What follows belongs to an exercise in optimizing a design on an open flow for small area, a short achievable clock period and few clock cycles per item; a production flow would make more cautious choices. Function was checked by simulation only, so behaviour that the tests miss may differ from the original. No driver is modelled on the clock port, so clocking that relies on it looks cheaper here than on a real chip. Power figures rest on the tool's default switching activity, not on a simulated workload.

Setup of run A:
==> flow/design.v (excerpt) <==
module tlb_core (
    input  wire        clk,
    input  wire        rst,           
    input  wire        req_valid,
    output wire        req_ready,
    input  wire [71:0] req_data,
    output reg         resp_valid,
    output reg  [66:0] resp_data,
    output reg         pt_en,
    output reg         pt_we,
    output reg  [19:0] pt_addr,
    output wire [32:0] pt_wdata,      
    input  wire [32:0] pt_rdata
);
export LEC_CHECK = 0
export CAP_MARGIN = 20
export CORE_MARGIN = 2
export CORE_UTILIZATION = 22
export PLACE_DENSITY = 0.25
export SLEW_MARGIN = 20
create_clock -name core_clock -period 14.0 [get_ports {clk}]
standard.sh (not shown) runs the stock make flow with config.mk's settings and CLKGATE_MAP_FILE= SYNTH_SCRIPT=/design/flow/synth_recipe.tcl, a recipe that flattens the netlist after the stock synthesis.
==> flow/flow/run.sh <==
#!/bin/bash
set -uo pipefail
work=$(pwd)
bash standard.sh "CTS_ARGS=-sink_clustering_enable -repair_clock_nets -dont_use_dummy_load -sink_clustering_size 20 -sink_clustering_max_diameter 100" "BUFFER_PORTS_ARGS=-buffer_cell sky130_fd_sc_hd__buf_4" POST_CTS_TCL="$work/flow/post_cts.tcl" finish > "$work/standard_sh.log" 2>&1
==> flow/flow/post_cts.tcl <==
# Sourced by ORFS cts.tcl after its own repair and detailed placement, before
# 4_1_cts.odb is written. The clock and constraints are unchanged; only the
# target slack of the repair is larger.
puts "post_cts: extra setup repair"
estimate_parasitics -placement
report_worst_slack
repair_timing -setup -setup_margin 9.1 -repair_tns 100 -max_iterations 3000 -verbose
set result [catch { detailed_placement } msg]
if { $result != 0 } {
  error "post_cts: detailed placement failed: $msg"
}
check_placement -verbose
estimate_parasitics -placement
report_worst_slack
Testbench counts of run A, summed over its fixed seeds: cycles 46,253, items 31,896.
The inputs of run B differ from those of run A as listed below.
diff --git a/flow/design.v b/flow/design.v
--- a/flow/design.v
+++ b/flow/design.v
@@ -43,14 +43,15 @@
     reg  [3:0]  w_row;
     reg  [1:0]  w_way;
     reg  [12:0] w_off;
     reg         m1;               
     reg         m2;               
     reg  [15:0] ins_oh;
     reg  [3:0]  ins_wv;
+    reg  [63:0] ins_sel;          
     reg         ins_go;           
     reg  [17:0] ins_key;
     reg         hz;               
     reg         fwd;              
     reg  [3:0]  valid_q [0:15];
     reg  [5:0]  ord_q   [0:15];   
     reg  [17:0] key_q   [0:63];
@@ -229,28 +230,31 @@
             if (x_miss)
                 {pt_en, pt_we, pt_addr} <= {!nxt_oor, 1'b0, vpn_next};
             else if (!take)
                 {pt_en, pt_we, pt_addr} <= port_cmd;
             else
                 {pt_en, pt_we, pt_addr} <= {accept && port_req[21], port_req[20:0]};
             ins_oh  <= l_oh;
+            for (r = 0; r < 16; r = r + 1)
+                for (i = 0; i < 4; i = i + 1)
+                    ins_sel[r*4+i] <= l_oh[r] && lk_vict[i];
             ins_go  <= x_miss || m2_next;
             ins_wv  <= lk_vict;
             ins_key <= l_key;
             for (r = 0; r < 16; r = r + 1) begin
                 if (in_en && ins_oh[r]) begin
                     valid_q[r][in_way] <= 1'b1;
                     ord_q[r]           <= make_mru(ord_q[r], in_way);
                 end else if (pr_en && l_oh[r]) begin
                     ord_q[r]           <= make_mru(ord_q[r], pr_way);
                 end
             end
             for (r = 0; r < 16; r = r + 1)
                 for (i = 0; i < 4; i = i + 1)
-                    if (in_en && ins_oh[r] && ins_wv[i]) begin
+                    if (in_en && ins_sel[r*4+i]) begin
                         key_q[r*4+i] <= ins_key;
                         ppn_q[r*4+i] <= pt_rdata[31:0];
                     end
             w_v   <= ex && !x_miss;
             w_st  <= ST_OK;
             w_src <= 2'd0;
             w_row <= row_own;
- The cell with the biggest individual delay on the critical path comes out and3_4 in one run and buf_6 in the other, namely in run B and run A respectively.
- Run B — minimum setup slack in the final design 32 ps lower, run A as reference
- Of run B and run A, the higher total length of routed met3 wires belongs to run A.
- The post-synthesis simple-gate area fraction in run B was higher than what run A gave.
- On area fraction in compound gates after synthesis: between run B and run A, it ends up higher for run A.
- Run B reached the final stage; the timing, DRC and antenna checks on its layout passed.
- Going from run A to run B, detailed-route via count up 2.2%; count of flip-flops with a built-in enable after synthesis rose by 63.
- Looking only at worst hold slack, and setting everything else aside, the higher value of run B and run A goes to run B.
- Final cell count, run B vs run A: up slightly
- Run B vs run A, worst setup path startpoint: rst vs pt_rdata[32]
- Going from run A to run B, switching part of the total level, highest clock frequency the design can meet moved down, sequential power level, global-route usage moved up.
Testbench counts of run B, summed over its fixed seeds: cycles 46,253, items 31,896.

========
tlb_core again, from the RTL that the note above started with.
export LEC_CHECK = 0
export CAP_MARGIN = 20
export CORE_MARGIN = 2
export CORE_UTILIZATION = 22
export PLACE_DENSITY = 0.25
export SLEW_MARGIN = 20
create_clock -name core_clock -period 14.0 [get_ports {clk}]
==> flow/flow/run.sh <==
#!/bin/bash
set -uo pipefail
work=$(pwd)
bash standard.sh "CTS_ARGS=-sink_clustering_enable -repair_clock_nets -dont_use_dummy_load -sink_clustering_size 20 -sink_clustering_max_diameter 100" POST_CTS_TCL="$work/flow/post_cts.tcl" finish > "$work/standard_sh.log" 2>&1
Scripts as last shown in full above: flow/flow/post_cts.tcl
The first run completed without violations.
Testbench counts at the start, summed over its fixed seeds: cycles 46,253, items 31,896.
Change:
--- a/flow/design.v
+++ b/flow/design.v
@@ -42,16 +42,17 @@
     reg  [1:0]  w_src;            
     reg  [3:0]  w_row;
     reg  [1:0]  w_way;
     reg  [12:0] w_off;
     reg         m1;               
     reg         m2;               
     reg  [15:0] ins_oh;
     reg  [3:0]  ins_wv;
+    reg  [63:0] ins_sel;          
     reg         ins_go;           
     reg  [17:0] ins_key;
     reg         hz;               
     reg         fwd;              
     reg  [3:0]  valid_q [0:15];
     reg  [5:0]  ord_q   [0:15];   
     reg  [17:0] key_q   [0:63];
     reg  [31:0] ppn_q   [0:63];
@@ -228,30 +229,33 @@
             rdy <= !x_miss && !hz_next;
             if (x_miss)
                 {pt_en, pt_we, pt_addr} <= {!nxt_oor, 1'b0, vpn_next};
             else if (!take)
                 {pt_en, pt_we, pt_addr} <= port_cmd;
             else
                 {pt_en, pt_we, pt_addr} <= {accept && port_req[21], port_req[20:0]};
             ins_oh  <= l_oh;
+            for (r = 0; r < 16; r = r + 1)
+                for (i = 0; i < 4; i = i + 1)
+                    ins_sel[r*4+i] <= l_oh[r] && lk_vict[i];
             ins_go  <= x_miss || m2_next;
             ins_wv  <= lk_vict;
             ins_key <= l_key;
             for (r = 0; r < 16; r = r + 1) begin
                 if (in_en && ins_oh[r]) begin
                     valid_q[r][in_way] <= 1'b1;
                     ord_q[r]           <= make_mru(ord_q[r], in_way);
                 end else if (pr_en && l_oh[r]) begin
                     ord_q[r]           <= make_mru(ord_q[r], pr_way);
                 end
             end
             for (r = 0; r < 16; r = r + 1)
                 for (i = 0; i < 4; i = i + 1)
-                    if (in_en && ins_oh[r] && ins_wv[i]) begin
+                    if (in_en && ins_sel[r*4+i]) begin
                         key_q[r*4+i] <= ins_key;
                         ppn_q[r*4+i] <= pt_rdata[31:0];
                     end
             w_v   <= ex && !x_miss;
             w_st  <= ST_OK;
             w_src <= 2'd0;
             w_row <= row_own;
             w_way <= fwd ? in_way : lk_way;
After rerunning: Flip-flop and latch count rises by 63; die area rises by about 1.5%; area after synthesis rises by 1.5%; cell area goes up by about 1.8%; via count is higher by 2.2%; core utilization is about the same; total power grows by about 1.8%; synthesized cell count climbs by 2.2%; count of clock-buffer cells in the layout climbs by 4; worst setup slack is worse by 0.085 ns; sequential power barely changes; first-iteration DRC count is higher by 8.5%.
Testbench counts after the change, summed over its fixed seeds: cycles 46,253, items 31,896.

-- port drivers added, routing unchanged --
The flow's constraints put no driver on any port. The routed layouts listed below were extracted and timed again, unchanged, in two steps. Step 1 (the two cells are an assumption about what drives the block):
set clk [get_ports {clk}]
set_driving_cell -lib_cell sky130_fd_sc_hd__clkbuf_16 $clk
set_driving_cell -lib_cell sky130_fd_sc_hd__buf_2 [delete_from_list [all_inputs] $clk]
Step 2, shift: input delay + t, output delay - t, t = (earliest + latest rising clock arrival at the registers) / 2. This alone moves slack from input paths to output paths. a / b / c = ideal ports / drivers / drivers and shift; a / b = the first two.
| run | t, ns | setup WS [ns] | worst data-port slew with drivers (ns) |
|---|---|---|---|
| run A | 1.097 | 8.985 / 9.048 / 7.951 | 0.22 |
| run B | 1.078 | 8.952 / 9.029 / 7.951 | 0.52 |
| the first run of note 2 | 1.091 | 8.923 / 8.948 / 7.904 | 0.14 |
| the second run of note 2 | 1.078 | 8.839 / 8.921 / 7.843 | 0.49 |
After both steps setup and hold are still met in every run listed. The setup slack of run A, which loses most, moves by +0.063 ns with the drivers and by -1.034 ns with both steps.
